What follows belongs to an exercise in optimizing a design on an open flow for small area and a short achievable clock period; a production flow would make more cautious choices. The RTL was checked by simulation tests, not by an equivalence proof against the original design.

Setup of main:
## apc_quantizer
module apc_quantizer (
    input  wire        clk,
    input  wire        rst,
    input  wire        cfg_we,
    input  wire        cfg_sel,
    input  wire [31:0] cfg_data,
    output reg  [3:0]  root,
    output reg  [3:0]  scale,
    output wire [11:0] mask,
    output reg         err_val,
    input  wire        in_valid,
    input  wire [31:0] pitch,
    output reg         out_valid,
    output wire [3:0]  q,
    output wire [27:0] score
);
==> flow/config.mk <==
export PLATFORM = sky130hd
export DESIGN_NAME = apc_quantizer
export DESIGN_NICKNAME = apc_quantizer
export VERILOG_FILES = /design/flow/design.v
export SDC_FILE = /design/flow/constraint.sdc
export NUM_CORES = 4
export LEC_CHECK = 0
export CAP_MARGIN = 20
export CORE_MARGIN = 2
export CORE_UTILIZATION = 45
export CTS_CLUSTER_DIAMETER = 60
export CTS_CLUSTER_SIZE = 10
export SLEW_MARGIN = 20
==> flow/constraint.sdc <==
create_clock -name core_clock -period 45.0 [get_ports {clk}]
set_input_delay 9.0000 -clock core_clock [delete_from_list [all_inputs] [get_ports {clk}]]
set_output_delay 9.0000 -clock core_clock [all_outputs]
set_load 0.01 [all_outputs]
standard.sh (not shown) runs the stock make flow with config.mk's settings and CLKGATE_MAP_FILE= SYNTH_SCRIPT=/design/flow/synth_recipe.tcl, a recipe that flattens the netlist after the stock synthesis.
==> flow/flow/run.sh <==
#!/bin/bash
set -euo pipefail
WORK=$(pwd)
export BUFFER_PORTS_ARGS="-buffer_cell sky130_fd_sc_hd__buf_1"
export SETUP_SLACK_MARGIN=34
RES="$WORK/orfs/results/$FLOW_PLATFORM/apc_quantizer/base"

# standard synthesis, for reference
bash standard.sh synth > "$WORK/log_1_synth_standard.txt" 2>&1
cp "$RES/1_2_yosys.v" "$WORK/netlist_standard.v"

# own synthesis, in its own ORFS work folder
sed -e "s|SYNTH_SCRIPT=[^ ]*|SYNTH_SCRIPT=$WORK/flow/my_synth.tcl ADDER_MAP_FILE=|" \
    -e "s|WORK_HOME=[^ ]*|WORK_HOME=$WORK/orfs_own|" standard.sh > "$WORK/own_synth.sh"
export MY_ABC_SCRIPT="$WORK/flow/abc.script"
if bash "$WORK/own_synth.sh" synth > "$WORK/log_2_synth_own.txt" 2>&1; then
  OWN="$WORK/orfs_own/results/$FLOW_PLATFORM/apc_quantizer/base/1_2_yosys.v"
  ffs() { grep -oE '^\s*sky130_fd_sc_hd__(df|dl|sdf|edf)[a-z0-9_]*\s+\S+' "$1" | sed -E 's/_[0-9]+\s+/ /' | awk '{print $1, $2}' | sort; }
  if cmp -s <(ffs "$WORK/netlist_standard.v") <(ffs "$OWN") && [ "$(ffs "$OWN" | wc -l)" -gt 0 ]; then
    echo "own synthesis: flip-flops match, using it" > "$WORK/log_2_choice.txt"
    cp "$OWN" "$RES/1_2_yosys.v"
    rm -f "$RES/1_synth.odb" "$RES/1_synth.sdc"
  else
    echo "own synthesis: flip-flops differ, using the standard netlist" > "$WORK/log_2_choice.txt"
  fi
else
  echo "own synthesis failed, using the standard netlist" > "$WORK/log_2_choice.txt"
fi

# layout
bash standard.sh finish > "$WORK/log_3_layout.txt" 2>&1
==> flow/flow/abc.script <==
strash
&get -n
&deepsyn -T 30
&put
dch
map -D 1200
topo
==> flow/flow/my_synth.tcl <==
proc synth {args} { yosys synth -nofsm -noshare {*}$args }
proc abc {args} {
  set i [lsearch -exact $args -script]
  if {$i >= 0} { set args [lreplace $args $i [expr {$i + 1}] -script $::env(MY_ABC_SCRIPT)] }
  set i [lsearch -exact $args -D]
  if {$i >= 0} { set args [lreplace $args $i [expr {$i + 1}]] }
  yosys abc {*}$args
}
source $::env(SCRIPTS_DIR)/synth.tcl
# left out here: clear keep_hierarchy, flatten, clean up, hide names made inside functions, write 1_2_yosys.v
main | status: complete | timing, DRC, antenna: pass
diff inputs: main => the feature branch
diff --git a/flow/flow/run.sh b/flow/flow/run.sh
--- a/flow/flow/run.sh
+++ b/flow/flow/run.sh
@@ -3,5 +3,5 @@
 WORK=$(pwd)
 export BUFFER_PORTS_ARGS="-buffer_cell sky130_fd_sc_hd__buf_1"
-export SETUP_SLACK_MARGIN=34
+export SETUP_SLACK_MARGIN=34.5
 RES="$WORK/orfs/results/$FLOW_PLATFORM/apc_quantizer/base"
 
## What came out
Having completed the whole flow, the feature branch delivered a layout that passed the timing, DRC and antenna checks.
The feature branch -> main: number of port buffers delta 0, exact match
Of main and the feature branch, the run reporting the lower overall fraction of global-route tracks in use was main.
When the feature branch is measured against main, its share of the core filled with cells in the final layout turns out 2.2 points higher.
main -> the feature branch: final area increased by a few percent
Going from main to the feature branch, wire length per cell shrank slightly.
main has lower area of the multi-input gates than the feature branch.
Diff main..the feature branch | maximum fanout along the worst path | negligible
The feature branch — synthesis-to-layout area growth 4.9 points higher, main as reference
| met3 routing resource usage after global routing | the feature branch vs main | 0.20 points lower |
The feature branch vs main: setup slack up in the feature branch

-- what the ideal ports hide --
The results above use ideal ports. As a check the final layouts listed here were re-extracted and re-timed, cells and wires unchanged.
Step 1 sets driving cells, clkbuf_16 on the clock port and buf_2 on the other inputs (assumed; they add their load-dependent delay and slew).
Step 2 adds t to the input delays and takes it off the output delays; t is the mean of the earliest and latest rising clock arrival at the registers after step 1. Input paths then give back, and output paths get back, about the clock's delay inside the block.
Slacks: ideal / step 1 / step 2; pairs: ideal / step 1.
run | t (ns) | slack for setup (ns) | worst setup path after step 2 | slew at the worst register clock pin (ns)
main | 0.305 | 32.964 / 32.940 / 33.245 | register to output | 0.08 / 0.08
the feature branch | 0.311 | 33.022 / 32.998 / 33.309 | register to output | 0.08 / 0.08
After both steps setup and hold are still met in every run listed.
